What follows belongs to an exercise in optimizing a design on an open flow for small area; a production flow would make more cautious choices.
Where RTL was checked, it was by simulation tests only, not by an equivalence proof against the original.
No driver is modelled on the clock port, so clocking that relies on it looks cheaper here than on a real chip.
No activity file was given, so power comes from the tool's default toggle rates.

// dmx_core
module dmx_core (
    input  wire        clk,
    input  wire        rst,
    input  wire [31:0] now,
    input  wire        init,
    input  wire        in_valid,
    output wire        in_ready,
    input  wire [7:0]  in_data,
    output wire        sink_cfg_valid,
    output wire [9:0]  sink_cfg_count,
    output wire        sink_wr_valid,
    output wire [8:0]  sink_wr_index,
    output wire [7:0]  sink_wr_data,
    output wire        ok_pulse,
    output wire        err_pulse,
    output wire [7:0]  err_tag,
    output wire        ok_indicator,
    input  wire [2:0]  t_op,
    input  wire [23:0] t_arg,
    output wire        t_due
);
    dmx_frame_decoder u_dec (
        .clk            (clk),
        .rst            (rst),
        .init           (init),
        .in_valid       (in_valid),
        .in_ready       (in_ready),
        .in_data        (in_data),
        .c              (now[15:0]),
        .sink_cfg_valid (sink_cfg_valid),
        .sink_cfg_count (sink_cfg_count),
        .sink_wr_valid  (sink_wr_valid),
        .sink_wr_index  (sink_wr_index),
        .sink_wr_data   (sink_wr_data),
        .ok_pulse       (ok_pulse),
        .err_pulse      (err_pulse),
        .err_tag        (err_tag),
  ...
Size in the first run: about 550 cells after synthesis, about 78 flip-flops, roughly 110 I/O pins.
Settings: LEC_CHECK=0, CAP_MARGIN=20, CORE_MARGIN=2, CORE_UTILIZATION=40, GPL_TIMING_DRIVEN=0, SLEW_MARGIN=20; clock period 8.0 ns.
standard.sh (not shown) runs the stock make flow with config.mk's settings and CLKGATE_MAP_FILE= SYNTH_SCRIPT=/design/flow/synth_recipe.tcl, a recipe that flattens the netlist after the stock synthesis.
==> flow/flow/run.sh <==
#!/bin/bash
# The standard layout, with two changes:
#  - synthesis maps with ABC's area-oriented script flow/area.abc (the rest of
#    the standard flow's synthesis script is unchanged, so the registers are the same);
#  - port buffers are sky130_fd_sc_hd__buf_1 cells.
set -euo pipefail
HERE=$PWD
{
  echo "proc abc {args} {"
  echo "  set i [lsearch -exact \$args -script]"
  echo "  if {\$i >= 0} { lset args [expr {\$i + 1}] $HERE/flow/area.abc }"
  echo "  yosys abc {*}\$args"
  echo "}"
  cat synth_recipe.tcl
} > my_synth.tcl
sed "s#SYNTH_SCRIPT=[^ ]*#SYNTH_SCRIPT=$HERE/my_synth.tcl#" standard.sh > my_standard.sh
export BUFFER_PORTS_ARGS="-buffer_cell sky130_fd_sc_hd__buf_1"
if [[ -f flow/cts_args.txt ]]; then export CTS_ARGS="$(cat flow/cts_args.txt)"; fi
bash my_standard.sh > flow.log 2>&1
==> flow/flow/area.abc <==
strash
dch -f
map -a
strash
dch -f
map -a
strash
dch -f
map -a
strash
dch -f
map -a
topo
stime -c
==> flow/flow/cts_args.txt <==
-sink_clustering_enable -repair_clock_nets -buf_list {sky130_fd_sc_hd__clkbuf_16} -sink_clustering_size 100 -sink_clustering_max_diameter 500 -dont_use_dummy_load
Next try:
==> flow/flow/area.abc (replaced) <==
strash
&get -n
&st
&dch -f
&nf -a
&put
topo
stime -c
==> flow/flow/cts_args.txt (replaced) <==
-sink_clustering_enable -repair_clock_nets -buf_list {sky130_fd_sc_hd__clkbuf_4 sky130_fd_sc_hd__clkbuf_8} -dont_use_dummy_load
=> The changed run passed the timing, design-rule and antenna checks. Sequential power came out lower by a few percent. Maximum frequency came out higher slightly. Utilization came out lower by 0.65 points. Routed wire length came out higher by a few percent. Synthesized cell count came out higher by a few percent. Hold slack improved by 0.024 ns. Clock-buffer cell count stays the same.
Next try:
==> flow/flow/area.abc (replaced) <==
strash
dch -f
map -a
topo
stime -c
After rerunning: With this change the flow finished but failed the layout checks on negative setup slack. First-iteration DRC count goes up by 33%. Cell area went down by 1.9%. Count of clock-buffer cells in the layout is unchanged. Utilization increases by 0.67 points.
Function was not checked in any run of this note: the RTL went through the layout flow alone.


Another version of the RTL of dmx_core (not shown whole).
Size: ~490 cells after synthesis, ~76 flip-flops, ~4900 um^2 of cells after synthesis.
Settings: LEC_CHECK=0, CAP_MARGIN=20, CORE_MARGIN=2, CORE_UTILIZATION=40, GPL_TIMING_DRIVEN=1, SETUP_SLACK_MARGIN=-0.3, SLEW_MARGIN=20; clock period 8.0 ns.
==> flow/flow/run.sh <==
#!/bin/bash
# The standard layout, with two changes:
#  - synthesis maps with ABC's area-oriented script flow/area.abc (the rest of
#    the standard flow's synthesis script is unchanged, so the registers are the same);
#  - port buffers are sky130_fd_sc_hd__buf_1 cells.
set -euo pipefail
HERE=$PWD
{
  echo "proc abc {args} {"
  echo "  set i [lsearch -exact \$args -script]"
  echo "  if {\$i >= 0} { lset args [expr {\$i + 1}] $HERE/flow/area.abc }"
  echo "  yosys abc {*}\$args"
  echo "}"
  cat synth_recipe.tcl
} > my_synth.tcl
sed "s#SYNTH_SCRIPT=[^ ]*#SYNTH_SCRIPT=$HERE/my_synth.tcl#" standard.sh > my_standard.sh
export BUFFER_PORTS_ARGS="-buffer_cell sky130_fd_sc_hd__buf_1"
if [[ -f flow/cts_args.txt ]]; then export CTS_ARGS="$(cat flow/cts_args.txt)"; fi
if [[ -f flow/post_cts.tcl ]]; then export POST_CTS_TCL="$HERE/flow/post_cts.tcl"; fi
bash my_standard.sh > flow.log 2>&1
==> flow/flow/area.abc <==
strash
&get -n
&st
&dch -f
&nf
&put
strash
&get -n
&st
&dch -f
&nf
&put
strash
&get -n
&st
&dch -f
&nf
&put
topo
stime -c
==> flow/flow/cts_args.txt <==
-sink_clustering_enable -repair_clock_nets -buf_list {sky130_fd_sc_hd__clkbuf_2} -dont_use_dummy_load
==> flow/flow/post_cts.tcl <==
set sizes {sky130_fd_sc_hd__clkbuf_2 sky130_fd_sc_hd__clkbuf_4 sky130_fd_sc_hd__clkbuf_8 sky130_fd_sc_hd__clkbuf_16}
set n_up 0
for {set iter 0} {$iter < 4} {incr iter} {
  estimate_parasitics -placement
  set up {}
  foreach inst [get_cells *] {
    set k [lsearch -exact $sizes [get_property $inst ref_name]]
    if {$k < 0 || $k == [llength $sizes] - 1} { continue }
    set out [get_pins -of_objects $inst -filter "direction == output"]
    set loads [get_pins -of_objects [get_nets -of_objects $out] -filter "direction == input"]
    set worst 0
    foreach l $loads {
      if {[get_property $l lib_pin_name] ne "CLK"} { continue }
      set s [get_property $l slew_max]
      if {$s > $worst} { set worst $s }
    }
    puts "post_cts: pass $iter [get_full_name $inst] [get_property $inst ref_name] [llength $loads] loads, worst slew $worst"
    if {$worst > 0.110} { lappend up [list $inst [lindex $sizes [expr {$k + 1}]]] }
  }
  if {[llength $up] == 0} { break }
  foreach u $up { replace_cell [lindex $u 0] [lindex $u 1]; incr n_up }
}
puts "post_cts: $n_up clock buffer resizes"
if {$n_up > 0} {
  detailed_placement
  check_placement -verbose
}
The baseline completed with no timing, DRC or antenna violations.
Then changed:
==> flow/flow/cts_args.txt (replaced) <==
-sink_clustering_enable -repair_clock_nets -buf_list {sky130_fd_sc_hd__clkbuf_4} -dont_use_dummy_load
Settings changed: GPL_TIMING_DRIVEN 1 to 0, SETUP_SLACK_MARGIN -0.3 to default.
The changed run ran to the end with no violations; maximum frequency increases by 1.8%; sequential cell count does not change; register-to-register slack is worse by 0.13 ns; global-route usage decreases by 0.58 points; wire length increases by 0.78%; die area is unchanged; clock skew decreases by 0.011 ns; setup slack is better by 0.14 ns; critical path depth increases by 1; combinational power increases by 4.2%.
Then changed:
==> flow/flow/cts_args.txt (replaced) <==
-sink_clustering_enable -repair_clock_nets -buf_list {sky130_fd_sc_hd__clkbuf_2} -dont_use_dummy_load
Settings changed: CORE_UTILIZATION 40 to 55, GPL_TIMING_DRIVEN 0 to 1, PLACE_DENSITY from default to 0.75, SETUP_SLACK_MARGIN from default to -0.3.
Result: The changed run completed without violations. Critical path depth shrinks by 1. Synthesized area stays the same. Final area shrinks by a few percent.

what the ideal ports hide:
In the flow no input, the clock included, has a driving cell. The finished layouts below were timed again as built, in two steps.
Step 1 sets driving cells, clkbuf_16 on the clock port and buf_2 on the other inputs (assumed; they add their load-dependent delay and slew).
Step 2 times the ports against the registers' clock, not the clock port: input delays grow and output delays shrink by t, the midpoint of the rising clock arrivals with the driver on.
Slacks: no drivers / after step 1 / after step 2; pairs: no drivers / after step 1.
| run | t, ns | setup WS [ns] | worst setup path after step 2 | clock arrival spread, ns | worst data-port slew with drivers (ns) |
|---|---|---|---|---|---|
| the first run of note 1 | 0.373 | 0.124 / 0.092 / 0.092 | input to output | 0.016 / 0.016 | 0.06 |
| the second run of note 1 | 0.379 | 0.221 / 0.196 / 0.196 | input to output | 0.018 / 0.018 | 0.06 |
| the third run of note 1 | 0.378 | -0.047 / -0.111 / -0.156 | input to register | 0.020 / 0.021 | 0.06 |
| the first run of note 2 | 0.594 | 0.184 / 0.162 / 0.162 | input to output | 0.040 / 0.040 | 0.05 |
| the second run of note 2 | 0.469 | 0.324 / 0.300 / 0.300 | input to output | 0.027 / 0.028 | 0.05 |
| the third run of note 2 | 0.520 | 0.117 / 0.097 / 0.097 | input to output | 0.038 / 0.037 | 0.05 |
For the third run of note 1, which loses most, drivers alone change the setup slack by -0.064 ns; drivers and shift together by -0.109 ns.
